From an optimization exercise on the open Yosys and OpenROAD flow, aimed at a short achievable clock period; shortcuts taken in it are not production practice.
Function was checked by simulation only, so behaviour that the tests miss may differ from the original.
Power is estimated from default activity; no workload was simulated.

==> flow/design.v <==
module twms_decode (
  input  logic        valid,
  input  logic [1:0]  port,        
  input  logic [31:0] w,           
  output logic        mal,         
  output logic        rng,         
  output logic        fstat,       
  output logic [1:0]  xstart,      
  output logic [1:0]  xstat,
  output logic [1:0]  bufwr,
  output logic [1:0]  bufrd,
  output logic        evpost,
  output logic        evclr,
  output logic        evpend,
  output logic [4:0]  emblk,       
  output logic [4:0]  emunblk,
  output logic        emcda,
  output logic        emsleep,
  output logic [1:0][2:0] subev,   
  output logic [1:0][2:0] irqraise,
  output logic [1:0]  irqen,
  output logic [1:0]  irqstat,
  output logic        wake
);
  logic host, env, sev;
  assign host = valid && (port == 2'd0);
  assign env  = valid && (port == 2'd1);
  assign sev  = valid && (port == 2'd2);
  logic [15:0] opd;
  always_comb
    for (int i = 0; i < 16; i++) opd[i] = (w[31:28] == 4'(i));
  logic z7_0, z23_8, z21_8, z25_24, z27_8, z7_5, z4_3, z2_0, z7_3, z27_24, z23_22;
  assign z7_0   = (w[7:0] == 8'b0);
  assign z7_5   = (w[7:5] == 3'b0);
  assign z7_3   = (w[7:3] == 5'b0);
  assign z4_3   = (w[4:3] == 2'b0);
  assign z2_0   = (w[2:0] == 3'b0);
  assign z23_8  = (w[23:8] == 16'b0);
  assign z21_8  = (w[21:8] == 14'b0);
  assign z23_22 = (w[23:22] == 2'b0);
  assign z25_24 = (w[25:24] == 2'b0);
  assign z27_24 = (w[27:24] == 4'b0);
  assign z27_8  = z27_24 && z23_8;
  logic [1:0] bus;                    
  assign bus = {!w[27] && w[26], !w[27] && !w[26]};
  logic cnt_ok, lvl_ok;
  assign cnt_ok = (w[9:7] != 3'd0) && (w[9:7] <= 3'd4);
  assign lvl_ok = (w[2:0] <= 3'd4);
  logic [4:0] lvl;
  always_comb
    for (int l = 0; l < 5; l++) lvl[l] = (w[2:0] == 3'(l));
  logic [2:0] sk, ik;
  assign sk[0] = (w[25:24] == 2'd0) && z7_0;
  assign sk[1] = (w[25:24] == 2'd1);
  assign sk[2] = (w[25:24] == 2'd2) && z7_0;
  assign ik[0] = (w[23:22] == 2'd0) && z7_0;
  assign ik[1] = (w[23:22] == 2'd1);
  assign ik[2] = (w[23:22] == 2'd2) && z7_0;
  logic wf_xstart, wf_xstat, wf_bufwr, wf_bufrd, wf_evpc, wf_evpend, wf_emlv, wf_em0,
        wf_subev, wf_irqraise, wf_irqen, wf_irqstat, wf_fstat, wf_wake;
  assign wf_xstart   = host && opd[1] && (w[6:5] == 2'b0);
  assign wf_xstat    = host && opd[2] && z25_24 && z23_8 && z7_0;
  assign wf_bufwr    = host && opd[3] && z23_8;
  assign wf_bufrd    = host && opd[4] && z25_24 && z23_8 && z7_0;
  assign wf_evpc     = host && (opd[5] || opd[6]) && z27_8 && z7_5;
  assign wf_evpend   = host && opd[7] && z27_8 && z7_0;
  assign wf_emlv     = host && (opd[8] || opd[9]) && z27_8 && z7_3;
  assign wf_em0      = host && (opd[10] || opd[11]) && z27_8 && z7_0;
  assign wf_subev    = sev && opd[12] && z23_8 && (sk != 3'b0);
  assign wf_irqraise = env && opd[13] && z25_24 && z21_8 && (ik != 3'b0);
  assign wf_irqen    = host && opd[13] && (w[25:24] == 2'd1) && z23_8 && z7_3;
  assign wf_irqstat  = host && opd[13] && (w[25:24] == 2'd2) && z23_8 && z7_0;
  assign wf_fstat    = host && opd[14] && z27_24 && z23_8 && z7_0;
  assign wf_wake     = env && opd[14] && (w[27:24] == 4'd1) && z23_8 && z7_0;
  logic wf_bus, wf_any, in_rng;
  assign wf_bus = wf_xstart || wf_xstat || wf_bufwr || wf_bufrd || wf_subev ||
                  wf_irqraise || wf_irqen || wf_irqstat;
  assign wf_any = wf_bus || wf_evpc || wf_evpend || wf_emlv || wf_em0 || wf_fstat || wf_wake;
  assign in_rng = !((wf_bus && w[27]) || (wf_xstart && !cnt_ok) || (wf_emlv && !lvl_ok));
  assign mal = !wf_any;
  assign rng = !in_rng;
  assign fstat    = wf_fstat;
  assign xstart   = {2{wf_xstart && cnt_ok}} & bus;
  assign xstat    = {2{wf_xstat}} & bus;
  assign bufwr    = {2{wf_bufwr}} & bus;
  assign bufrd    = {2{wf_bufrd}} & bus;
  assign evpost   = wf_evpc && opd[5];
  assign evclr    = wf_evpc && opd[6];
  assign evpend   = wf_evpend;
  assign emblk    = {5{wf_emlv && opd[8]}} & lvl;
  assign emunblk  = {5{wf_emlv && opd[9]}} & lvl;
  assign emcda    = wf_em0 && opd[10];
  assign emsleep  = wf_em0 && opd[11];
  assign subev[0]    = {3{wf_subev && bus[0]}} & sk;
  assign subev[1]    = {3{wf_subev && bus[1]}} & sk;
  assign irqraise[0] = {3{wf_irqraise && bus[0]}} & ik;
  assign irqraise[1] = {3{wf_irqraise && bus[1]}} & ik;
  assign irqen    = {2{wf_irqen}} & bus;
  assign irqstat  = {2{wf_irqstat}} & bus;
  assign wake     = wf_wake;
endmodule
module twms (
  input  logic        clk,
  input  logic        rst,           
  input  logic        cmd_valid,
  input  logic [1:0]  cmd_port,      
  input  logic [31:0] cmd_word,
  output logic        rsp_valid,
  output logic        rsp_ok,
  output logic [31:0] rsp_data,
  output logic [1:0]  bo0_cnt,       
  output logic [10:0] bo0_act0,
  output logic [10:0] bo0_act1,
  output logic [1:0]  bo1_cnt,       
  output logic [10:0] bo1_act0,
  output logic [10:0] bo1_act1,
  output logic        sleep_valid,   
  output logic [2:0]  sleep_level,
  output logic        pwr_asleep,    
  output logic [2:0]  pwr_level,
  output logic        halt,          
  output logic [2:0]  fcode,
  output logic [7:0]  finfo
);
  localparam logic [10:0] BA_START = 11'h000, BA_STOP = 11'h100, BA_TX = 11'h400;
  logic [1:0][2:0]  st_q;
  logic [1:0]       avail_q;
  logic [1:0]       mode_q;
  logic [1:0][6:0]  paddr_q;
  logic [1:0][7:0]  raddr_q;
  logic [1:0][2:0]  rem_q;
  logic [1:0][31:0] buf_q;
  logic [1:0][31:0] evoh_q;      
  logic [1:0][2:0]  if_q;
  logic [1:0][2:0]  ien_q;
  logic [1:0][7:0]  rxdata_q;
  logic [31:0]      ev_q;
  logic [4:0][4:0]  vt_q;        
  logic [1:0]       rem1_q, rem2_q;    
  logic [1:0][3:0]  rl1_q, rl2_q;      
  logic [1:0]       x_xs;        
  logic [1:0]       x_bw;        
  logic [1:0][2:0]  x_hv;        
  logic             x_dlv;       
  logic [1:0][2:0]  x_irq;       
  logic [1:0][2:0]  x_clr;       
  logic [1:0]       x_ien;       
  logic             x_evpost, x_evclr;
  logic [4:0]       x_vinc, x_vdec;
  logic             f_mode;
  logic [6:0]       f_paddr;
  logic [7:0]       f_raddr;
  logic [2:0]       f_cnt;
  logic             f_cnt1;      
  logic [3:0]       f_cl;        
  logic [31:0]      f_evoh;
  logic [3:0]       f_lane;
  logic [7:0]       f_byte;
  logic [2:0]       f_ien;
  logic             rsp_valid_q, rsp_okn_q;
  logic [31:0]      rsp_data_q;    
  logic [1:0][1:0]  bo_cnt_q;
  logic [1:0][10:0] bo_a0_q;
  logic [1:0][9:0]  bo_a1_q;      
  logic             slp_valid_q;
  logic [2:0]       slp_level_q;
  logic             asleep_q;
  logic [2:0]       plevel_q;
  logic             hpn_q, fatn_q, hp_q, fat_q;
  logic [1:0]       fcpn_q, fcnn_q, fcp_q, fcn_q;
  logic [5:0]       fipn_q, finn_q, fip_q, fin_q;
  logic             halt_cur;
  logic [2:0]       fcode_cur;
  logic [7:0]       finfo_cur;
  assign halt_cur  = hp_q | fat_q;
  assign fcode_cur = {1'b0, fcp_q | fcn_q};
  assign finfo_cur = {2'b0, fip_q | fin_q};
  assign rsp_valid   = rsp_valid_q;
  assign rsp_ok      = ~(rsp_okn_q | fat_q);        
  assign rsp_data    = {rsp_data_q[31:3], ~(rsp_data_q[2] & fatn_q), rsp_data_q[1],
                        ~(rsp_data_q[0] & fatn_q)};   
  assign bo0_cnt     = bo_cnt_q[0];
  assign bo0_act0    = bo_a0_q[0];
  assign bo0_act1    = {bo_a1_q[0][9], 1'b0, bo_a1_q[0][8:0]};
  assign bo1_cnt     = bo_cnt_q[1];
  assign bo1_act0    = bo_a0_q[1];
  assign bo1_act1    = {bo_a1_q[1][9], 1'b0, bo_a1_q[1][8:0]};
  assign sleep_valid = slp_valid_q;
  assign sleep_level = slp_level_q;
  assign pwr_asleep  = asleep_q;
  assign pwr_level   = plevel_q;
  assign halt        = ~(hpn_q & fatn_q);
  assign fcode       = {1'b0, ~(fcpn_q & fcnn_q)};
  assign finfo       = {2'b0, ~(fipn_q & finn_q)};
  logic [1:0][2:0] st_n;
  logic [1:0] avail_n;
  logic [1:0] mode_n;
  logic [1:0][6:0] paddr_n;
  logic [1:0][7:0] raddr_n;
  logic [1:0][2:0] rem_n;
  logic [1:0][31:0] buf_n;
  logic [1:0][31:0] evoh_n;
  logic [1:0][2:0] if_n;
  logic [1:0][2:0] ien_n;
  logic [1:0][7:0] rxdata_n;
  logic [31:0] ev_n;
  logic [4:0][4:0] vt_n;
  logic [4:0] vfull;
  logic [4:0] vzero;
  logic [2:0] cda;
  logic [1:0][2:0] hf;
  logic [1:0][2:0][2:0] hcode;
  logic [1:0][2:0][7:0] hinfo;
  logic [1:0][2:0][1:0] hcnt;
  logic [1:0][10:0] ack_a0;
  logic [1:0][10:0] ack_a1;
  logic [1:0][10:0] rx_a0;
  logic [1:0] dlv_on;
  logic [2:0] dlv_kind;
  logic  dlv_fatal;
  logic [2:0] dlv_fcode;
  logic [7:0] dlv_finfo;
  logic [1:0][1:0] dlv_cnt;
  logic [1:0][10:0] dlv_a0;
  logic [1:0][10:0] dlv_a1;
  twms_state u_state (
    .st_q(st_q),
    .avail_q(avail_q),
    .mode_q(mode_q),
    .paddr_q(paddr_q),
    .raddr_q(raddr_q),
    .rem_q(rem_q),
    .buf_q(buf_q),
    .evoh_q(evoh_q),
    .if_q(if_q),
    .ien_q(ien_q),
    .rxdata_q(rxdata_q),
    .ev_q(ev_q),
    .vt_q(vt_q),
    .rem1_q(rem1_q),
    .rem2_q(rem2_q),
    .rl1_q(rl1_q),
    .rl2_q(rl2_q),
    .f_cnt1(f_cnt1),
    .f_cl(f_cl),
    .x_xs(x_xs),
    .x_bw(x_bw),
    .x_hv(x_hv),
    .x_dlv(x_dlv),
    .x_irq(x_irq),
    .x_clr(x_clr),
    .x_ien(x_ien),
    .x_evpost(x_evpost),
    .x_evclr(x_evclr),
    .x_vinc(x_vinc),
    .x_vdec(x_vdec),
    .f_mode(f_mode),
    .f_paddr(f_paddr),
    .f_raddr(f_raddr),
    .f_cnt(f_cnt),
    .f_evoh(f_evoh),
    .f_lane(f_lane),
    .f_byte(f_byte),
    .f_ien(f_ien),
    .halt_cur(halt_cur),
    .st_n(st_n),
    .avail_n(avail_n),
    .mode_n(mode_n),
    .paddr_n(paddr_n),
    .raddr_n(raddr_n),
    .rem_n(rem_n),
    .buf_n(buf_n),
    .evoh_n(evoh_n),
    .if_n(if_n),
    .ien_n(ien_n),
    .rxdata_n(rxdata_n),
    .ev_n(ev_n),
    .vt_n(vt_n),
    .vfull(vfull),
    .vzero(vzero),
    .cda(cda),
    .hf(hf),
    .hcode(hcode),
    .hinfo(hinfo),
    .hcnt(hcnt),
    .ack_a0(ack_a0),
    .ack_a1(ack_a1),
    .rx_a0(rx_a0),
    .dlv_on(dlv_on),
    .dlv_kind(dlv_kind),
    .dlv_fatal(dlv_fatal),
    .dlv_fcode(dlv_fcode),
    .dlv_finfo(dlv_finfo),
    .dlv_cnt(dlv_cnt),
    .dlv_a0(dlv_a0),
    .dlv_a1(dlv_a1)
  );
  logic            v, nv;           
  logic            d_mal, d_rng, d_fstat, d_evpost, d_evclr, d_evpend, d_emcda, d_emsleep, d_wake;
  logic [1:0]      d_xstart, d_xstat, d_bufwr, d_bufrd, d_irqen, d_irqstat;
  logic [4:0]      d_emblk, d_emunblk;
  logic [1:0][2:0] d_subev, d_irqraise;
  assign v  = cmd_valid && !rst;
  assign nv = !cmd_valid && !rst;
  twms_decode u_decode (
    .valid    (v),
    .port     (cmd_port),
    .w        (cmd_word),
    .mal      (d_mal),
    .rng      (d_rng),
    .fstat    (d_fstat),
    .xstart   (d_xstart),
    .xstat    (d_xstat),
    .bufwr    (d_bufwr),
    .bufrd    (d_bufrd),
    .evpost   (d_evpost),
    .evclr    (d_evclr),
    .evpend   (d_evpend),
    .emblk    (d_emblk),
    .emunblk  (d_emunblk),
    .emcda    (d_emcda),
    .emsleep  (d_emsleep),
    .subev    (d_subev),
    .irqraise (d_irqraise),
    .irqen    (d_irqen),
    .irqstat  (d_irqstat),
    .wake     (d_wake)
  );
  logic             h;
  logic [1:0]       e_xs, e_bw, e_sub;
  logic [1:0][2:0]  e_hv;
  logic             c1, c2, c3, c4, c5, fat_cmd, fatal, ok;
  logic [15:0]      g_op;
  logic             g_host, g_env, g_sev, g_z7_0, g_z7_5, g_z7_3, g_z238, g_z218, g_z2524,
                    g_z2724, g_b, g_cnt, g_lvl, g_sk, g_ik, g_wf, g_go, g_fstat, g_busy;
  logic             sb_hf;
  logic [2:0]       sb_hc;
  logic [7:0]       sb_hi;
  logic             ck_xs, ck_em, ck_sub, sp_xs, sp_blk, sp_unb, sp_sub, f_xs, f_blk, f_unb, f_sub;
  logic [31:0]      rd, rd_src, rd_buf;
  logic             rd_base, rd_bus, rd_top, rd_xstat, rd_bufrd, rd_evpend, rd_irq,
                    rd_cda, rd_fstat, rd_ok_hi, rd_ok_mid, rd_ok_lo, rd_ok_cda;
  logic [7:0]       rd_xs;
  logic [15:0]      rd_irqv;
  logic [2:0]       fc;
  logic [7:0]       fi;
  logic             sleep_x, wake_x, sub_any;
  logic             rsp_ok_d;
  logic [31:0]      rsp_data_d;
  logic [1:0][1:0]  bo_cnt_d;
  logic [1:0][10:0] bo_a0_d, bo_a1_d;
  always_comb begin
    h = halt_cur;
    for (int b = 0; b < 2; b++) begin
      e_xs[b]  = d_xstart[b] && !h && avail_n[b] && !vfull[2];
      e_bw[b]  = d_bufwr[b] && !h && avail_n[b];
      e_sub[b] = (d_subev[b] != 3'b0) && !h;
      for (int k = 0; k < 3; k++)
        e_hv[b][k] = (d_subev[b][k] && !h && !hf[b][k]) ||
                     (nv && dlv_on[b] && dlv_kind[k] && !hf[b][k]);
    end
    for (int i = 0; i < 16; i++) g_op[i] = (cmd_word[31:28] == 4'(i));
    g_host = v && (cmd_port == 2'd0);
    g_env  = v && (cmd_port == 2'd1);
    g_sev  = v && (cmd_port == 2'd2);
    g_z7_0 = (cmd_word[7:0] == 8'b0);
    g_z7_5 = (cmd_word[7:5] == 3'b0);
    g_z7_3 = (cmd_word[7:3] == 5'b0);
    g_z238 = (cmd_word[23:8] == 16'b0);
    g_z218 = (cmd_word[21:8] == 14'b0);
    g_z2524 = (cmd_word[25:24] == 2'b0);
    g_z2724 = (cmd_word[27:24] == 4'b0);
    g_b   = !cmd_word[27];
    g_cnt = (cmd_word[9:7] != 3'd0) && (cmd_word[9:7] <= 3'd4);
    g_lvl = (cmd_word[2:0] <= 3'd4);
    g_sk  = (cmd_word[25:24] == 2'd1) ||
            (((cmd_word[25:24] == 2'd0) || (cmd_word[25:24] == 2'd2)) && g_z7_0);
    g_ik  = (cmd_word[23:22] == 2'd1) ||
            (((cmd_word[23:22] == 2'd0) || (cmd_word[23:22] == 2'd2)) && g_z7_0);
    g_wf = (g_host && g_op[1] && (cmd_word[6:5] == 2'b0)) ||
           (g_host && g_z238 &&
            (g_op[3] ||
             (g_z7_0 && (((g_op[2] || g_op[4]) && g_z2524) ||
                         ((g_op[7] || g_op[10] || g_op[11] || g_op[14]) && g_z2724) ||
                         (g_op[13] && (cmd_word[25:24] == 2'd2)))) ||
             (g_z7_5 && (g_op[5] || g_op[6]) && g_z2724) ||
             (g_z7_3 && (((g_op[8] || g_op[9]) && g_z2724) ||
                         (g_op[13] && (cmd_word[25:24] == 2'd1)))))) ||
           (g_env && ((g_op[13] && g_z2524 && g_z218 && g_ik) ||
                      (g_op[14] && (cmd_word[27:24] == 4'd1) && g_z238 && g_z7_0))) ||
           (g_sev && g_op[12] && g_z238 && g_sk);
    g_go = (g_host && g_op[1] && (cmd_word[6:5] == 2'b0) && g_b && g_cnt) ||
           (g_host && g_z238 &&
            ((g_op[3] && g_b) ||
             (g_z7_0 && (((g_op[2] || g_op[4]) && g_z2524 && g_b) ||
                         ((g_op[7] || g_op[10] || g_op[11] || g_op[14]) && g_z2724) ||
                         (g_op[13] && (cmd_word[25:24] == 2'd2) && g_b))) ||
             (g_z7_5 && (g_op[5] || g_op[6]) && g_z2724) ||
             (g_z7_3 && (((g_op[8] || g_op[9]) && g_z2724 && g_lvl) ||
                         (g_op[13] && (cmd_word[25:24] == 2'd1) && g_b))))) ||
           (g_env && ((g_op[13] && g_z2524 && g_z218 && g_ik && g_b) ||
                      (g_op[14] && (cmd_word[27:24] == 4'd1) && g_z238 && g_z7_0))) ||
           (g_sev && g_op[12] && g_z238 && g_sk && g_b);
    g_fstat = g_host && g_op[14] && g_z2724 && g_z238 && g_z7_0;
    g_busy  = (g_op[1] || g_op[3]) && !avail_n[cmd_word[26]];
    c4 = v && h && !g_fstat;
    c1 = v && !h && !g_wf;
    c2 = !h && g_wf && !g_go;
    c3 = !h && g_go && g_busy;
    ck_xs  = v && (cmd_port == 2'd0) && (cmd_word[6:5] == 2'b0) && !cmd_word[27] &&
             (cmd_word[9:7] != 3'd0) && (cmd_word[9:7] <= 3'd4);
    ck_em  = v && (cmd_port == 2'd0) && (cmd_word[27:3] == 25'b0);
    ck_sub = v && (cmd_port == 2'd2) && (cmd_word[23:8] == 16'b0) && !cmd_word[27] &&
             ((cmd_word[25:24] == 2'd1) ||
              (((cmd_word[25:24] == 2'd0) || (cmd_word[25:24] == 2'd2)) && (cmd_word[7:0] == 8'b0)));
    sp_xs  = (cmd_word[31:28] == 4'h1) && avail_n[cmd_word[26]] && vfull[2];
    sp_blk = (cmd_word[31:28] == 4'h8) && (cmd_word[2:0] <= 3'd4) && vfull[cmd_word[2:0]];
    sp_unb = (cmd_word[31:28] == 4'h9) && (cmd_word[2:0] <= 3'd4) && vzero[cmd_word[2:0]];
    sb_hf = 1'b0;
    sb_hc = 3'd0;
    sb_hi = 8'd0;
    for (int b = 0; b < 2; b++)
      for (int k = 0; k < 3; k++)
        if (cmd_word[26] == 1'(b) && cmd_word[25:24] == 2'(k)) begin
          sb_hf = hf[b][k];
          sb_hc = hcode[b][k];
          sb_hi = hinfo[b][k];
        end
    sp_sub = (cmd_word[31:28] == 4'hC) && sb_hf;
    f_xs   = !h && ck_xs && sp_xs;
    f_blk  = !h && ck_em && sp_blk;
    f_unb  = !h && ck_em && sp_unb;
    f_sub  = !h && ck_sub && sp_sub;
    fat_cmd = f_xs || f_blk || f_unb || f_sub;
    c5 = fat_cmd;
    fatal = fat_cmd || (nv && dlv_fatal);
    rd_base = v && (cmd_port == 2'd0) && (cmd_word[23:0] == 24'b0);
    rd_bus  = !cmd_word[27] && (cmd_word[25:24] == 2'd0);
    rd_top  = (cmd_word[27:24] == 4'd0);
    rd_xstat  = (cmd_word[31:28] == 4'h2) && rd_bus;
    rd_bufrd  = (cmd_word[31:28] == 4'h4) && rd_bus;
    rd_evpend = (cmd_word[31:28] == 4'h7) && rd_top;
    rd_irq    = (cmd_word[31:28] == 4'hD) && !cmd_word[27] && (cmd_word[25:24] == 2'd2);
    rd_cda    = ((cmd_word[31:28] == 4'hA) || (cmd_word[31:28] == 4'hB)) && rd_top;
    rd_fstat  = (cmd_word[31:28] == 4'hE) && rd_top;
    rd_ok_hi  = rd_base && !h && (rd_bufrd || rd_evpend);
    rd_ok_mid = rd_base && ((!h && (rd_bufrd || rd_evpend || rd_irq)) || rd_fstat);
    rd_ok_lo  = rd_base && ((!h && (rd_bufrd || rd_evpend || rd_irq || rd_xstat)) || rd_fstat);
    rd_ok_cda = rd_base && !h && rd_cda;
    rd_xs   = (cmd_word[26] ? {mode_n[1], rem_n[1], st_n[1], avail_n[1]}
                            : {mode_n[0], rem_n[0], st_n[0], avail_n[0]});
    rd_buf  = cmd_word[26] ? buf_n[1] : buf_n[0];
    rd_irqv = cmd_word[26] ? {rxdata_n[1], 2'b0, ien_n[1], if_n[1]}
                           : {rxdata_n[0], 2'b0, ien_n[0], if_n[0]};
    case ({cmd_word[31], cmd_word[29], cmd_word[28]})
      3'b010:  rd_src = {24'b0, rd_xs};
      3'b000:  rd_src = rd_buf;
      3'b011:  rd_src = ev_n;
      3'b101:  rd_src = {16'b0, rd_irqv};
      default: rd_src = {16'b0, finfo_cur, 4'b0, fcode_cur, h};
    endcase
    rd[31:16] = rd_src[31:16] & {16{rd_ok_hi}};
    rd[15:8]  = rd_src[15:8]  & {8{rd_ok_mid}};
    rd[7:0]   = rd_src[7:0]   & {8{rd_ok_lo}};
    rd[2:0]   = rd[2:0] | (cda & {3{rd_ok_cda}});
    ok = g_fstat || (!h && g_go && !g_busy);
    rsp_ok_d = ok;
    rsp_data_d = rd;
    rsp_data_d[0] = c1 || c3 || rd[0];
    rsp_data_d[1] = c2 || c3 || rd[1];
    rsp_data_d[2] = c4 || rd[2];
    for (int b = 0; b < 2; b++) begin
      bo_cnt_d[b] = {e_xs[b], 1'b0} | (dlv_cnt[b] & {2{nv}});
      for (int k = 0; k < 3; k++)
        bo_cnt_d[b] = bo_cnt_d[b] | (hcnt[b][k] & {2{d_subev[b][k] && !h}});
      if (!cmd_valid) begin
        bo_a0_d[b] = dlv_a0[b];
        bo_a1_d[b] = dlv_a1[b];
      end else if (cmd_word[31:28] == 4'h1) begin
        bo_a0_d[b] = BA_START;
        bo_a1_d[b] = BA_TX | {3'b0, cmd_word[24:18], 1'b0};
      end else begin
        bo_a0_d[b] = cmd_word[24] ? rx_a0[b] : ack_a0[b];
        bo_a1_d[b] = cmd_word[24] ? BA_STOP : ack_a1[b];
      end
    end
    fc = 3'd0;
    fi = 8'd0;
    if (nv && dlv_fatal) begin
      fc = dlv_fcode;
      fi = dlv_finfo;
    end
    if (f_xs) begin
      fc = fc | 3'd3;
      fi = fi | 8'd2;
    end
    if (f_blk) begin
      fc = fc | 3'd3;
      fi = fi | {5'b0, cmd_word[2:0]};
    end
    if (f_unb) begin
      fc = fc | 3'd2;
      fi = fi | {5'b0, cmd_word[2:0]};
    end
    if (f_sub) begin
      fc = fc | sb_hc;
      fi = fi | sb_hi;
    end
    sleep_x = d_emsleep && !h;
    wake_x  = d_wake && !h;
    sub_any = (e_sub != 2'b0) || (nv && (dlv_on != 2'b0));
  end
  always_ff @(posedge clk) begin
    rsp_valid_q <= v;
    rsp_okn_q   <= !rsp_ok_d;
    rsp_data_q  <= {rsp_data_d[31:3], !rsp_data_d[2], rsp_data_d[1], !rsp_data_d[0]};
    bo_cnt_q    <= bo_cnt_d;
    bo_a0_q     <= bo_a0_d;
    for (int b = 0; b < 2; b++) bo_a1_q[b] <= {bo_a1_d[b][10], bo_a1_d[b][8:0]};
    slp_valid_q <= sleep_x;
    slp_level_q <= cda;
    if (rst) begin
      hpn_q    <= 1'b1;
      fatn_q   <= 1'b1;
      hp_q     <= 1'b0;
      fat_q    <= 1'b0;
      fcpn_q   <= 2'b11;
      fcnn_q   <= 2'b11;
      fcp_q    <= 2'b00;
      fcn_q    <= 2'b00;
      fipn_q   <= 6'h3f;
      finn_q   <= 6'h3f;
      fip_q    <= 6'h00;
      fin_q    <= 6'h00;
      asleep_q <= 1'b0;
      plevel_q <= 3'd0;
    end else begin
      hpn_q    <= !h;
      fatn_q   <= !fatal;
      hp_q     <= h;
      fat_q    <= fatal;
      fcpn_q   <= ~fcode_cur[1:0];
      fcnn_q   <= ~fc[1:0];     
      fcp_q    <= fcode_cur[1:0];
      fcn_q    <= fc[1:0];
      fipn_q   <= ~finfo_cur[5:0];
      finn_q   <= ~fi[5:0];
      fip_q    <= finfo_cur[5:0];
      fin_q    <= fi[5:0];
      asleep_q <= sleep_x || (asleep_q && !sub_any && !wake_x);
      if (sleep_x) plevel_q <= cda;
    end
    x_xs     <= e_xs;
    x_bw     <= e_bw;
    x_hv     <= e_hv;
    x_dlv    <= !cmd_valid;
    for (int b = 0; b < 2; b++) begin
      x_irq[b] <= d_irqraise[b] & {3{!h}};
      x_clr[b] <= {3{nv && dlv_on[b]}} & dlv_kind;
    end
    x_ien    <= d_irqen & {2{!h}};
    x_evpost <= d_evpost && !h;
    x_evclr  <= d_evclr && !h;
    for (int l = 0; l < 5; l++) begin
      x_vinc[l] <= (d_emblk[l] && !h && !vfull[l]) || (l == 2 && e_xs != 2'b0);
      x_vdec[l] <= (d_emunblk[l] && !h && !vzero[l]) ||
                   (l == 2 && (e_hv[0][2] || e_hv[1][2]));
    end
    f_mode   <= cmd_word[25];
    f_paddr  <= cmd_word[24:18];
    f_raddr  <= cmd_word[17:10];
    f_cnt    <= cmd_word[9:7];
    f_cnt1   <= (cmd_word[9:7] == 3'd1);
    for (int i = 0; i < 4; i++) f_cl[i] <= (cmd_word[8:7] == 2'(i + 1));
    for (int i = 0; i < 32; i++) f_evoh[i] <= (cmd_word[4:0] == 5'(i));
    for (int i = 0; i < 4; i++)  f_lane[i] <= (cmd_word[25:24] == 2'(i));
    f_byte   <= cmd_word[7:0];
    f_ien    <= cmd_word[2:0];
    if (rst) begin
      st_q     <= '0;
      avail_q  <= '1;
      mode_q   <= '0;
      paddr_q  <= '0;
      raddr_q  <= '0;
      rem_q    <= '0;
      buf_q    <= '0;
      evoh_q   <= {2{32'd1}};
      if_q     <= '0;
      ien_q    <= '1;
      rxdata_q <= '0;
      ev_q     <= '0;
      vt_q     <= '0;
      rem1_q   <= 2'b00;
      rem2_q   <= 2'b00;
      rl1_q    <= {2{4'b1000}};
      rl2_q    <= {2{4'b0100}};
    end else begin
      st_q     <= st_n;
      avail_q  <= avail_n;
      mode_q   <= mode_n;
      paddr_q  <= paddr_n;
      raddr_q  <= raddr_n;
      rem_q    <= rem_n;
      buf_q    <= buf_n;
      evoh_q   <= evoh_n;
      if_q     <= if_n;
      ien_q    <= ien_n;
      rxdata_q <= rxdata_n;
      ev_q     <= ev_n;
      vt_q     <= vt_n;
      for (int b = 0; b < 2; b++) begin
        rem1_q[b] <= (rem_n[b] == 3'd1);
        rem2_q[b] <= (rem_n[b] == 3'd2);
        for (int j = 0; j < 4; j++) begin
          rl1_q[b][j] <= (rem_n[b][1:0] == 2'(j + 1));
          rl2_q[b][j] <= (rem_n[b][1:0] == 2'(j + 2));
        end
      end
    end
  end
endmodule
module twms_state (
  input  logic [1:0][2:0] st_q,
  input  logic [1:0] avail_q,
  input  logic [1:0] mode_q,
  input  logic [1:0][6:0] paddr_q,
  input  logic [1:0][7:0] raddr_q,
  input  logic [1:0][2:0] rem_q,
  input  logic [1:0][31:0] buf_q,
  input  logic [1:0][31:0] evoh_q,
  input  logic [1:0][2:0] if_q,
  input  logic [1:0][2:0] ien_q,
  input  logic [1:0][7:0] rxdata_q,
  input  logic [31:0] ev_q,
  input  logic [4:0][4:0] vt_q,
  input  logic [1:0] rem1_q,
  input  logic [1:0] rem2_q,
  input  logic [1:0][3:0] rl1_q,
  input  logic [1:0][3:0] rl2_q,
  input  logic  f_cnt1,
  input  logic [3:0] f_cl,
  input  logic [1:0] x_xs,
  input  logic [1:0] x_bw,
  input  logic [1:0][2:0] x_hv,
  input  logic  x_dlv,
  input  logic [1:0][2:0] x_irq,
  input  logic [1:0][2:0] x_clr,
  input  logic [1:0] x_ien,
  input  logic  x_evpost,
  input  logic  x_evclr,
  input  logic [4:0] x_vinc,
  input  logic [4:0] x_vdec,
  input  logic  f_mode,
  input  logic [6:0] f_paddr,
  input  logic [7:0] f_raddr,
  input  logic [2:0] f_cnt,
  input  logic [31:0] f_evoh,
  input  logic [3:0] f_lane,
  input  logic [7:0] f_byte,
  input  logic [2:0] f_ien,
  input  logic  halt_cur,
  output logic [1:0][2:0] st_n,
  output logic [1:0] avail_n,
  output logic [1:0] mode_n,
  output logic [1:0][6:0] paddr_n,
  output logic [1:0][7:0] raddr_n,
  output logic [1:0][2:0] rem_n,
  output logic [1:0][31:0] buf_n,
  output logic [1:0][31:0] evoh_n,
  output logic [1:0][2:0] if_n,
  output logic [1:0][2:0] ien_n,
  output logic [1:0][7:0] rxdata_n,
  output logic [31:0] ev_n,
  output logic [4:0][4:0] vt_n,
  output logic [4:0] vfull,
  output logic [4:0] vzero,
  output logic [2:0] cda,
  output logic [1:0][2:0] hf,
  output logic [1:0][2:0][2:0] hcode,
  output logic [1:0][2:0][7:0] hinfo,
  output logic [1:0][2:0][1:0] hcnt,
  output logic [1:0][10:0] ack_a0,
  output logic [1:0][10:0] ack_a1,
  output logic [1:0][10:0] rx_a0,
  output logic [1:0] dlv_on,
  output logic [2:0] dlv_kind,
  output logic  dlv_fatal,
  output logic [2:0] dlv_fcode,
  output logic [7:0] dlv_finfo,
  output logic [1:0][1:0] dlv_cnt,
  output logic [1:0][10:0] dlv_a0,
  output logic [1:0][10:0] dlv_a1
);
  localparam logic [10:0] BA_START = 11'h000, BA_STOP = 11'h100, BA_TX = 11'h400;
  logic [1:0][2:0] rm_q;
  logic [1:0][1:0][2:0] pend_x;
  logic [1:0][2:0] pend;
  logic [1:0] dec_n, rn1;
  logic [1:0][3:0] rnl;
  logic [1:0][7:0] lane_n;
  always_comb begin
    for (int b = 0; b < 2; b++) begin
      rm_q[b] = rem_q[b] - 3'd1;
      st_n[b]     = st_q[b];
      avail_n[b]  = avail_q[b];
      mode_n[b]   = mode_q[b];
      paddr_n[b]  = paddr_q[b];
      raddr_n[b]  = raddr_q[b];
      rem_n[b]    = rem_q[b];
      evoh_n[b]   = evoh_q[b];
      if (x_xs[b]) begin
        st_n[b]    = 3'd1;
        avail_n[b] = 1'b0;
        mode_n[b]  = f_mode;
        paddr_n[b] = f_paddr;
        raddr_n[b] = f_raddr;
        rem_n[b]   = f_cnt;
        evoh_n[b]  = f_evoh;
      end
      if (x_hv[b][0]) begin
        case (st_q[b])
          3'd1:    st_n[b] = mode_q[b] ? 3'd2 : 3'd4;
          3'd2:    st_n[b] = 3'd3;
          3'd3:    st_n[b] = 3'd5;
          default: st_n[b] = rem1_q[b] ? 3'd6 : 3'd4;
        endcase
        if (st_q[b] == 3'd4) rem_n[b] = rm_q[b];
      end
      if (x_hv[b][1]) begin
        st_n[b]  = rem1_q[b] ? 3'd6 : 3'd5;
        rem_n[b] = rm_q[b];
      end
      if (x_hv[b][2]) begin
        st_n[b]    = 3'd0;
        avail_n[b] = 1'b1;
      end
      for (int j = 0; j < 4; j++) begin
        buf_n[b][8*j +: 8] = buf_q[b][8*j +: 8];
        if (x_bw[b] && f_lane[j])
          buf_n[b][8*j +: 8] = f_byte;
        if (x_hv[b][1] && rl1_q[b][j])
          buf_n[b][8*j +: 8] = x_dlv ? rxdata_q[b] : f_byte;
      end
      if_n[b] = (if_q[b] | x_irq[b]) & ~x_clr[b];
      ien_n[b] = x_ien[b] ? f_ien : ien_q[b];
      rxdata_n[b] = x_irq[b][1] ? f_byte : rxdata_q[b];
    end
    ev_n = ev_q;
    if (x_evpost) ev_n = ev_n | f_evoh;
    if (x_evclr)  ev_n = ev_n & ~f_evoh;
    if (x_hv[0][2]) ev_n = ev_n | evoh_q[0];
    if (x_hv[1][2]) ev_n = ev_n | evoh_q[1];
    for (int l = 0; l < 5; l++)
      vt_n[l] = x_vinc[l] ? {vt_q[l][3:0], 1'b1} : x_vdec[l] ? {1'b0, vt_q[l][4:1]} : vt_q[l];
  end
  always_comb begin
    for (int l = 0; l < 5; l++) begin
      vfull[l] = vt_n[l][4];
      vzero[l] = !vt_n[l][0];
    end
    cda = 3'd4;
    for (int l = 3; l >= 0; l--)
      if (!vzero[l]) cda = 3'(l);
    for (int b = 0; b < 2; b++) begin
      dec_n[b] = x_hv[b][1] || (x_hv[b][0] && st_q[b] == 3'd4);
      rn1[b] = x_xs[b] ? f_cnt1 : dec_n[b] ? rem2_q[b] : rem1_q[b];
      rnl[b] = x_xs[b] ? f_cl : dec_n[b] ? rl2_q[b] : rl1_q[b];
      lane_n[b] = 8'b0;
      for (int j = 0; j < 4; j++)
        if (rnl[b][j]) lane_n[b] = lane_n[b] | buf_n[b][8*j +: 8];
      hf[b][0] = !(st_n[b] == 3'd1 || st_n[b] == 3'd2 || st_n[b] == 3'd3 || st_n[b] == 3'd4);
      hf[b][1] = !(st_n[b] == 3'd3 || st_n[b] == 3'd5);
      hf[b][2] = !(st_n[b] == 3'd6) || vzero[2];
      for (int k = 0; k < 3; k++) begin
        if (k == 2 && st_n[b] == 3'd6) begin
          hcode[b][k] = 3'd2;
          hinfo[b][k] = 8'd2;
        end else begin
          hcode[b][k] = 3'd1;
          hinfo[b][k] = {2'b0, 1'(b), st_n[b], 2'(k)};
        end
      end
      hcnt[b][0] = 2'd0;
      ack_a0[b]  = BA_TX | {3'b0, lane_n[b]};
      ack_a1[b]  = BA_STOP;
      case (st_n[b])
        3'd1: begin
          hcnt[b][0] = 2'd1;
          ack_a0[b]  = BA_TX | {3'b0, raddr_n[b]};
        end
        3'd2: begin
          hcnt[b][0] = 2'd2;
          ack_a0[b]  = BA_START;
          ack_a1[b]  = BA_TX | {3'b0, paddr_n[b], 1'b1};
        end
        3'd4: hcnt[b][0] = rn1[b] ? 2'd2 : 2'd1;
        default: ;
      endcase
      hcnt[b][1] = 2'd0;
      if (st_n[b] == 3'd3 || st_n[b] == 3'd5) hcnt[b][1] = rn1[b] ? 2'd2 : 2'd1;
      hcnt[b][2] = 2'd0;
      rx_a0[b] = rn1[b] ? 11'h300 : 11'h200;    
      pend[b] = if_n[b] & ien_n[b];
    end
    dlv_on[0] = !halt_cur && (pend[0] != 3'b0);
    dlv_on[1] = !halt_cur && (pend[0] == 3'b0) && (pend[1] != 3'b0);
    dlv_kind = 3'b000;
    dlv_fatal = 1'b0;
    dlv_fcode = 3'd0;
    dlv_finfo = 8'd0;
    for (int b = 0; b < 2; b++) begin
      pend_x[b][0] = {pend[b][2] & !pend[b][1] & !pend[b][0], pend[b][1] & !pend[b][0], pend[b][0]};
      dlv_cnt[b] = 2'd0;
      dlv_a0[b]  = pend[b][0] ? ack_a0[b] : rx_a0[b];
      dlv_a1[b]  = pend[b][0] ? ack_a1[b] : BA_STOP;
      for (int k = 0; k < 3; k++)
        if (pend_x[b][0][k]) dlv_cnt[b] = dlv_on[b] ? hcnt[b][k] : 2'd0;
    end
    for (int b = 0; b < 2; b++)
      if (dlv_on[b]) begin
        dlv_kind = pend_x[b][0];
        for (int k = 0; k < 3; k++)
          if (pend_x[b][0][k]) begin
            dlv_fatal = hf[b][k];
            dlv_fcode = hcode[b][k];
            dlv_finfo = hinfo[b][k];
          end
      end
  end
endmodule
==> flow/flow/run.sh <==
#!/bin/bash
# Layout flow: the standard ORFS flow, with timing repair aimed at a setup
# slack margin well above what the 10 ns clock asks for, so that the resizer
# keeps working on the critical paths (the SDC is unchanged), and a last
# max-slew/max-cap repair after global routing (flow/post_grt.tcl). Port
# buffers are buf_4 (ORFS would pick a delay cell, clkdlybuf4s50_1).
# The platform's don't-use cells are extended with the slow high-stack gates
# (flow/dont_use.txt), for synthesis and for the resizer alike.
# make's output goes to standard_flow.log; each ORFS step logs under orfs/logs/.
set -euo pipefail
MARGIN=${MARGIN:-7.0}
DONT_USE=$(tr '\n' ' ' < flow/dont_use.txt)
bash standard.sh SETUP_SLACK_MARGIN=$MARGIN TNS_END_PERCENT=100 \
  "DONT_USE_CELLS=$DONT_USE" \
  "BUFFER_PORTS_ARGS=-buffer_cell sky130_fd_sc_hd__buf_4" \
  POST_GLOBAL_ROUTE_TCL=$PWD/flow/post_grt.tcl finish > standard_flow.log 2>&1
==> flow/flow/dont_use.txt <==
sky130_fd_sc_hd__probe_p_8
sky130_fd_sc_hd__probec_p_8
sky130_fd_sc_hd__lpflow_bleeder_1
sky130_fd_sc_hd__lpflow_clkbufkapwr_1
sky130_fd_sc_hd__lpflow_clkbufkapwr_16
sky130_fd_sc_hd__lpflow_clkbufkapwr_2
sky130_fd_sc_hd__lpflow_clkbufkapwr_4
sky130_fd_sc_hd__lpflow_clkbufkapwr_8
sky130_fd_sc_hd__lpflow_clkinvkapwr_1
sky130_fd_sc_hd__lpflow_clkinvkapwr_16
sky130_fd_sc_hd__lpflow_clkinvkapwr_2
sky130_fd_sc_hd__lpflow_clkinvkapwr_4
sky130_fd_sc_hd__lpflow_clkinvkapwr_8
sky130_fd_sc_hd__lpflow_decapkapwr_12
sky130_fd_sc_hd__lpflow_decapkapwr_3
sky130_fd_sc_hd__lpflow_decapkapwr_4
sky130_fd_sc_hd__lpflow_decapkapwr_6
sky130_fd_sc_hd__lpflow_decapkapwr_8
sky130_fd_sc_hd__lpflow_inputiso0n_1
sky130_fd_sc_hd__lpflow_inputiso0p_1
sky130_fd_sc_hd__lpflow_inputiso1n_1
sky130_fd_sc_hd__lpflow_inputiso1p_1
sky130_fd_sc_hd__lpflow_inputisolatch_1
sky130_fd_sc_hd__lpflow_isobufsrc_1
sky130_fd_sc_hd__lpflow_isobufsrc_16
sky130_fd_sc_hd__lpflow_isobufsrc_2
sky130_fd_sc_hd__lpflow_isobufsrc_4
sky130_fd_sc_hd__lpflow_isobufsrc_8
sky130_fd_sc_hd__lpflow_isobufsrckapwr_16
sky130_fd_sc_hd__lpflow_lsbuf_lh_hl_isowell_tap_1
sky130_fd_sc_hd__lpflow_lsbuf_lh_hl_isowell_tap_2
sky130_fd_sc_hd__lpflow_lsbuf_lh_hl_isowell_tap_4
sky130_fd_sc_hd__lpflow_lsbuf_lh_isowell_4
sky130_fd_sc_hd__lpflow_lsbuf_lh_isowell_tap_1
sky130_fd_sc_hd__lpflow_lsbuf_lh_isowell_tap_2
sky130_fd_sc_hd__lpflow_lsbuf_lh_isowell_tap_4
sky130_fd_sc_hd__or4_*
sky130_fd_sc_hd__nor4_*
sky130_fd_sc_hd__or4b_*
sky130_fd_sc_hd__nor4b_*
sky130_fd_sc_hd__or4bb_*
sky130_fd_sc_hd__nor4bb_*
sky130_fd_sc_hd__or3_*
sky130_fd_sc_hd__nor3_*
sky130_fd_sc_hd__or3b_*
sky130_fd_sc_hd__nor3b_*
sky130_fd_sc_hd__o41ai_*
sky130_fd_sc_hd__a41oi_*
sky130_fd_sc_hd__o41a_*
sky130_fd_sc_hd__a41o_*
sky130_fd_sc_hd__o311ai_*
sky130_fd_sc_hd__o2111ai_*
sky130_fd_sc_hd__a2111oi_*
sky130_fd_sc_hd__o2111a_*
sky130_fd_sc_hd__a2111o_*
sky130_fd_sc_hd__o311a_*
==> flow/flow/post_grt.tcl <==
# After global routing's timing repair: repair max slew and capacitance
# again, with margin, since repair_timing can leave drivers at the limit.
# Same sequence as global_route.tcl uses after its own repair_design.
repair_design -slew_margin 30 -cap_margin 30
global_route -start_incremental
detailed_placement
global_route -end_incremental
estimate_parasitics -global_routing
write_guides $::env(RESULTS_DIR)/route.guide
==> flow/standard.sh <==
#!/bin/bash
# synth_recipe.tcl (not shown) runs the flow's synth.tcl, then flattens the netlist and writes it again
# the make line also repeats each setting of config.mk as NAME=value (left out here)
make -C /OpenROAD-flow-scripts/flow DESIGN_CONFIG=/design/flow/config.mk WORK_HOME=/design/flow/orfs CLKGATE_MAP_FILE= SYNTH_SCRIPT=/design/flow/synth_recipe.tcl "${@:-finish}"
==> flow/config.mk <==
export PLATFORM = sky130hd
export DESIGN_NAME = twms
export DESIGN_NICKNAME = twms
export VERILOG_FILES = /design/flow/design.v
export SDC_FILE = /design/flow/constraint.sdc
export NUM_CORES = 4
export LEC_CHECK = 0
export CAP_MARGIN = 20
export CORE_MARGIN = 2
export CORE_UTILIZATION = 40
export PLACE_DENSITY = 0.6
export SLEW_MARGIN = 20
export SYNTH_HIERARCHICAL = 1
export SYNTH_MINIMUM_KEEP_SIZE = 0
==> flow/constraint.sdc <==
create_clock -name core_clock -period 10.0 [get_ports {clk}]
set_input_delay 2.0000 -clock core_clock [delete_from_list [all_inputs] [get_ports {clk}]]
set_output_delay 2.0000 -clock core_clock [all_outputs]
set_load 0.01 [all_outputs]
==> flow_metrics.env <==
export IMPL_syn2layout_area_growth_pct=21.14
export IMPL_maxCapViolations=0
export IMPL_cts_root_buffer="clkbuf_16"
export IMPL_crit_start="fatn_q"
export IMPL_r2r_end="finn_q[1]"
export IMPL_layout_common_cells="dfxtp_1, nor2b_1, nor2_1"
export IMPL_crit_path_max_fanout=3
export IMPL_fin_crit_sh=0.3182
export IMPL_synthesis_area_mm2=0.02443
export IMPL_fin_setup_tns_ns=0
export IMPL_outcome="complete, no violations"
export IMPL_pin_count=139
export IMPL_antenna_cells=0
export IMPL_fin_nets=2914
export IMPL_fin_util=0.4903
export IMPL_arrival_ns=1.18
export IMPL_critPathKind="flop to primary output"
export IMPL_place_gp_congestion=0.9743
export IMPL_p_leak_nw=12.25
export IMPL_endpoint_kind="primary output"
export IMPL_post_cts_buffers=43
export IMPL_cts_tree="done"
export IMPL_drt_iter0_markers=2052
export IMPL_vdd_drop_max_uv=149.7
export IMPL_hp_class="flop to flop"
export IMPL_clock_sinks=499
export IMPL_htreeDepth=2
export IMPL_path_buf_inv=1
export IMPL_fmax_mhz=314.3
export IMPL_initial_core_util=0.4047
export IMPL_yosys_warnings=9
export IMPL_grt_max_degree=102
export IMPL_r2r_start="x_irq[1]"
export IMPL_drc=0
export IMPL_antenna_found_initial=2
export IMPL_grt_usage=0.2619
export IMPL_grt_pass1_vias=20500
export IMPL_cts_buffers=55
export IMPL_hold_viol=0
export IMPL_num_rows=90
export IMPL_via_per_inst=5.670
export IMPL_layout_commonest_cell="dfxtp_1"
export IMPL_worstSetupStartpointType="flop"
export IMPL_worstMarginPinSlew_ns=0.9392
export IMPL_hold_ws_ns=0.4605
export IMPL_clk_pin_slew_ns=0.06
export IMPL_drive_gt1_frac=0.2725
export IMPL_hold_buffers=0
export IMPL_ant_nets=0
export IMPL_slew_violations=0
export IMPL_cts_resized=318
export IMPL_routed_wl_mm=86.12
export IMPL_drtPass1Iterations=7
export IMPL_slew_headroom=0.3559
export IMPL_critical_path_depth=2
export IMPL_grt_ovfl_total=0
export IMPL_wire_per_inst_um=23.28
export IMPL_crit_end="halt"
export IMPL_path_delay_family="flip-flops"
export IMPL_reg2reg_depth=13
export IMPL_dp_hpwl_mm=56.57
export IMPL_dieArea_mm2=0.06306
export IMPL_p_per_area_mw_per_mm2=145.7
export IMPL_core_mm2=0.06036
export IMPL_skew_ns=0.04186
export IMPL_slowest_delay_ns=0.37
export IMPL_slowest_stage="dfxtp_4"
export IMPL_worstPathRequired_ns=8.00
export IMPL_grt_pass1_wl_mm=126.3
export IMPL_clock_latency_ns=0.65
export IMPL_die_y_um=251.1
export IMPL_vias=20980
export IMPL_worstPathCellList="nand2_2 > buf_6"
export IMPL_portBuffers=133
export IMPL_syn_inst=2782
export IMPL_nFillCells=5688
export IMPL_fp_dieW_um=251.1
export IMPL_synth_area_per_cell_um2=8.780
export IMPL_hold_depth=2
export IMPL_fin_crit_ns=3.182
export IMPL_clockBufferDepth=3
export IMPL_final_setup_viol_count=0
export IMPL_reg2reg_slack_ns=7.02
-- worst min-delay path, delay by kind of cell (launching register included) --
family / cells / cell delay (ns)
compound gates: 1 / 0.05
flops: 1 / 0.32
simple gates: 1 / 0.05
-- stage by stage --
step	instance area (um^2)	cells	power, W	setup WS (ns)
after detailed placement	25450	3506	0.002256	5.258
after global placement	25450	3506	0.002253	5.387
final	29590	3699	0.004311	6.818
after floorplan	25020	2837	0.002196	6.609
after CTS	28840	3661	0.004333	6.773
-- routing by layer --
metal	wire, um	GRT usage	vias up
met3	6338	0.04307	228
met5	11	0	-
met2	39700	0.4247	898
li1	-	-	9686
met1	35830	0.3414	10160
met4	4245	0.1206	2
-- flip-flops by register name, indices dropped and copies added, names as in the netlist, 20 cells and up --
| signal | flops |
|---|---|
| bo_a0_q | 22 |
| bo_a1_q | 20 |
| buf_q | 64 |
| ev_q | 32 |
| evoh_q | 64 |
| f_evoh | 32 |
| rsp_data_q | 32 |
| vt_q | 25 |
-- how the worst min path moves through the flow --
| stage | from | end | slack (ns) |
|---|---|---|---|
| after CTS | plevel_q[2] | plevel_q[2] | 0.46 |
| final | plevel_q[2] | plevel_q[2] | 0.46 |
| after floorplan | plevel_q[0] | plevel_q[0] | 0.48 |
| after global placement | plevel_q[2] | plevel_q[2] | 0.45 |
| after detailed placement | plevel_q[2] | plevel_q[2] | 0.45 |
-- power breakdown --
part	total, W	leakage (nW)	switching, W	internal [W]
Combinational	0.000253	7.29	0.000156	0.0000971
Sequential	0.00202	4.07	0.0000155	0.00201
Clock	0.00204	0.888	0.000872	0.00117
Total	0.00431	12.3	0.00104	0.00327
-- area by class of cell --
| type | count | area (um^2) | area share |
|---|---|---|---|
| inverter | 137 | 545.5 | 0.01843 |
| sequential | 499 | 10150 | 0.3430 |
| clock inverter | 26 | 290.3 | 0.009809 |
| clock buffer | 75 | 1541 | 0.05209 |
| timing repair buffer | 231 | 2690 | 0.09091 |
| tap | 782 | 978.4 | 0.03306 |
| multi-input combinational | 1949 | 13400 | 0.4527 |

re-timing with driven ports:
How much do the figures lean on ideal ports? The routed layout below was timed once more, with nothing changed but the port constraints.
Step 1 sets driving cells, clkbuf_16 on the clock port and buf_2 on the other inputs (assumed; they add their load-dependent delay and slew).
Step 2, shift: input delay + t, output delay - t, t = (earliest + latest rising clock arrival at the registers) / 2. This alone moves slack from input paths to output paths.
Three values: ideal ports, drivers, drivers and shift; two values: the first two.
t (ns): 0.692
setup slack, ns: 6.818 / 6.729 / 6.037
clock arrival spread, ns: 0.042 / 0.042
worst data-port slew with drivers (ns): 0.28
cell pins on the clock port's net: 1
After both steps this run still meets setup and hold. For this run, drivers alone change the setup slack by -0.089 ns; drivers and shift together by -0.781 ns.
